Source: an optimization exercise on an open RTL-to-GDS flow (aim: small area, a short achievable clock period and few clock cycles). Production flows keep margins and buffers that such runs may drop.
Where RTL was checked, it was by simulation tests only, not by an equivalence proof against the original.
Power figures rest on the tool's default switching activity, not on a simulated workload.

Design tickdeb, start of the top module:
module tickdeb (
    input  wire         clk,
    input  wire         rst,              
    input  wire [31:0]  cfg_clk_hz,
    input  wire         cfg_policy,       
    input  wire         cfg_map,          
    input  wire         cfg_timer_model,  
    input  wire         cfg_preempt,      
    input  wire [4:0]   cfg_n,
    input  wire [3:0]   cfg_init_stage,
    input  wire [511:0] cfg_dur,          
    input  wire [31:0]  cfg_dur_rel,
    input  wire [31:0]  cfg_dur_held,
    input  wire         in_valid,
    input  wire [63:0]  in_word,
    output wire         in_ready,
    output reg          resp_valid,
    output reg  [1:0]   resp_status,      
    output reg  [31:0]  resp_data         
);
    localparam [1:0] ST_NEXT = 2'd0, ST_FAULT = 2'd1, ST_NOSTEP = 2'd2;
    localparam [2:0] PH_BOOT = 3'd0, PH_STABLE = 3'd1, PH_SETTLING = 3'd2,
                     PH_STALL = 3'd3, PH_RP_DISABLE = 3'd4, PH_RP_LOAD = 3'd5,
                     PH_RP_CLEAR = 3'd6, PH_RP_ENABLE = 3'd7;
    localparam [2:0] F_ILLEGAL_OP = 3'd1, F_SEQUENCE = 3'd2, F_PERIOD_RANGE = 3'd3,
                     F_SPURIOUS_IRQ = 3'd4, F_UNBOUND = 3'd5, F_TIMER_UNCFG = 3'd6,
                     F_CONFIG_INVALID = 3'd7;
    reg         rdy;
    reg         rst_q;
    reg         va;
    reg  [7:0]  opc;
    reg  [3:0]  fa;
    reg         fahz, fcz;
    reg  [7:0]  fb;
    reg         imeq, imz1, im0;
    reg         map_q, pol_q, tm_q, pre_q, hznz_q;
    reg  [4:0]  n_q;
    reg  [3:0]  init_q;
    reg  [3:0]  cnt;
    reg  [31:0] xl;           
    reg  [31:0] y;            
    reg  [1:0]  newp_sel;     
  ...
clock: 80.0 ns
lec_check: 0
cap_margin: 20
core_margin: 2
core_utilization: 40
slew_margin: 20
standard.sh (not shown) runs the stock make flow with config.mk's settings and CLKGATE_MAP_FILE= SYNTH_SCRIPT=/design/flow/synth_recipe.tcl, a recipe that flattens the netlist after the stock synthesis.
==> flow/flow/run.sh <==
#!/bin/bash
set -euo pipefail
export BUFFER_PORTS_ARGS="-buffer_cell sky130_fd_sc_hd__buf_1"
bash standard.sh finish > standard_flow.log 2>&1
==> next run, changes <==
--- a/flow/design.v
+++ b/flow/design.v
@@ -50,22 +50,21 @@
                      F_SPURIOUS_IRQ = 3'd4, F_UNBOUND = 3'd5, F_TIMER_UNCFG = 3'd6,
                      F_CONFIG_INVALID = 3'd7;
     reg         rdy;
     reg         rst_q;
     reg         va;
     reg  [7:0]  opc;
     reg  [3:0]  fa;
     reg         fahz, fcz;
     reg  [7:0]  fb;
-    reg         imeq, imz1, im0;
+    reg         imeq, imzh, imzl, im0;
     reg         map_q, pol_q, tm_q, pre_q, hznz_q;
     reg  [4:0]  n_q;
-    reg  [3:0]  init_q;
     reg  [3:0]  cnt;
     reg  [31:0] xl;           
     reg  [31:0] y;            
     reg  [1:0]  newp_sel;     
     reg         en, mode, pending, ie, gie, hbound;
     reg  [31:0] tv;           
     reg         conf, cand;
     reg  [2:0]  fgph;
     reg  [3:0]  bootix;
@@ -82,23 +81,24 @@
     reg         covf;
     reg  [31:0] dsel;         
     reg  [4:0]  bi;
     reg  [1:0]  cj;           
     reg         qrdy;
     assign in_ready = rdy;
     wire hvalid = (hcnt == 4'd0);
     wire cfg_valid = hznz_q &&
                      (map_q ? !pol_q
-                            : (n_q >= 5'd1 && n_q <= 5'd16 && {1'b0, init_q} < n_q));
+                            : (n_q >= 5'd1 && n_q <= 5'd16 && {1'b0, cfg_init_stage} < n_q));
     wire [31:0] cfgid = {10'd0, 6'd32, 3'd0, (map_q ? 5'd0 : n_q),
                          pre_q, tm_q, map_q, pol_q, 1'b0, 3'd4};
     wire raw    = fa[0];
     wire fbz    = (fb == 8'd0);
+    wire imz1   = imzh & imzl;
     wire immz   = imz1 & ~im0;
     wire fa0z   = fahz & (fa == 4'd0);
     wire fa01   = fahz & (fa[3:1] == 3'd0);
     wire nobci  = fbz & fcz & immz;
     wire bare   = fa0z & nobci;
     wire is_reset   = (opc == 8'h01) && bare;
     wire is_obs     = (opc == 8'h02) && fahz && nobci;
     wire is_cfgp    = (opc == 8'h10) && bare;
     wire is_setrl   = (opc == 8'h11) && fa0z && fbz && fcz;
@@ -274,42 +274,43 @@
                         PH_RP_CLEAR:   fgph_n = PH_RP_ENABLE;
                         PH_RP_ENABLE:  fgph_n = (pol_q && conf) ? PH_STALL : PH_STABLE;
                         default:       fgph_n = fgph;
                     endcase
                 end
             end
         end
     end
     wire in_take = in_valid && rdy;
+    wire op_cfgp  = !in_word[62] && !in_word[61] && in_word[60] && !in_word[56];
+    wire op_rchk  = in_word[62] && !in_word[60] && in_word[56];
     wire blk_boot = ((fgph_n == PH_BOOT) && (bootix_n == 4'd4)) ||
-                    ((fgph_n == PH_BOOT) && (bootix_n == 4'd3) && in_take &&
-                     (in_word[63:56] == 8'h10));
+                    ((fgph_n == PH_BOOT) && (bootix_n == 4'd3) && in_take && op_cfgp);
     wire blk_rchk = (fgph_n == PH_SETTLING) && (map_q || cand_n) && in_take &&
-                    (in_word[63:56] == 8'h41) && (in_word[48] != cand_n);
+                    op_rchk && (in_word[48] != cand_n);
     wire block    = !qrdy_n && (blk_boot || blk_rchk || held_n);
     always @(posedge clk) begin
         rst_q  <= rst;
         rdy    <= rst | ~block;
         va     <= in_take & ~rst;
         opc    <= in_word[63:56];
         fa     <= in_word[51:48];
         fahz   <= (in_word[55:52] == 4'd0);
         fb     <= in_word[47:40];
         fcz    <= (in_word[39:32] == 8'd0);
         imeq   <= (in_word[31:0] == y);
-        imz1   <= (in_word[31:1] == 31'd0);
+        imzh   <= (in_word[31:16] == 16'd0);
+        imzl   <= (in_word[15:1] == 15'd0);
         im0    <= in_word[0];
         map_q  <= cfg_map;
         pol_q  <= cfg_policy;
         tm_q   <= cfg_timer_model;
         pre_q  <= cfg_preempt;
         n_q    <= cfg_n;
-        init_q <= cfg_init_stage;
         hznz_q <= (cfg_clk_hz != 32'd0);
         resp_valid  <= ((va & ~wait_cv) | held_go) & ~rst;
         resp_status <= ST_NEXT;
         resp_data   <= 32'd0;
         fgph   <= fgph_n;
         bootix <= bootix_n;
         conf   <= conf_n;
         cand   <= cand_n;
         qrdy   <= qrdy_n;
Utilization came out higher by 0.22 points; sequential share of layout area rises by 0.36 points; hold slack improves by 0.021 ns; design area went down by 2.2%; clock skew barely changes; total power went down by 2.1%; via count goes down by 3.5%; combinational power fell by about 4%.
Testbench counts after the change, summed over its fixed seeds: cycles 49,229.
The RTL of the first run of this note was laid out without a check of its function.

[port drivers added, routing unchanged]
Ports are ideal in the flow. The routed layouts listed here were re-timed in OpenROAD.
Step 1 sets driving cells, clkbuf_16 on the clock port and buf_2 on the other inputs (assumed; they add their load-dependent delay and slew).
Step 2 adds t to the input delays and takes it off the output delays; t is the mean of the earliest and latest rising clock arrival at the registers after step 1. Input paths then give back, and output paths get back, about the clock's delay inside the block.
Slacks: no drivers / after step 1 / after step 2; pairs: no drivers / after step 1.
run	t (ns)	slack for setup (ns)	pins driven straight from the clock port
the first run	0.654	62.704 / 62.642 / 62.197	1
the second run	0.643	62.610 / 62.631 / 62.009	1
After both steps setup and hold are still met in every run listed. For the second run, which loses most, drivers alone change the setup slack by +0.021 ns; drivers and shift together by -0.601 ns.
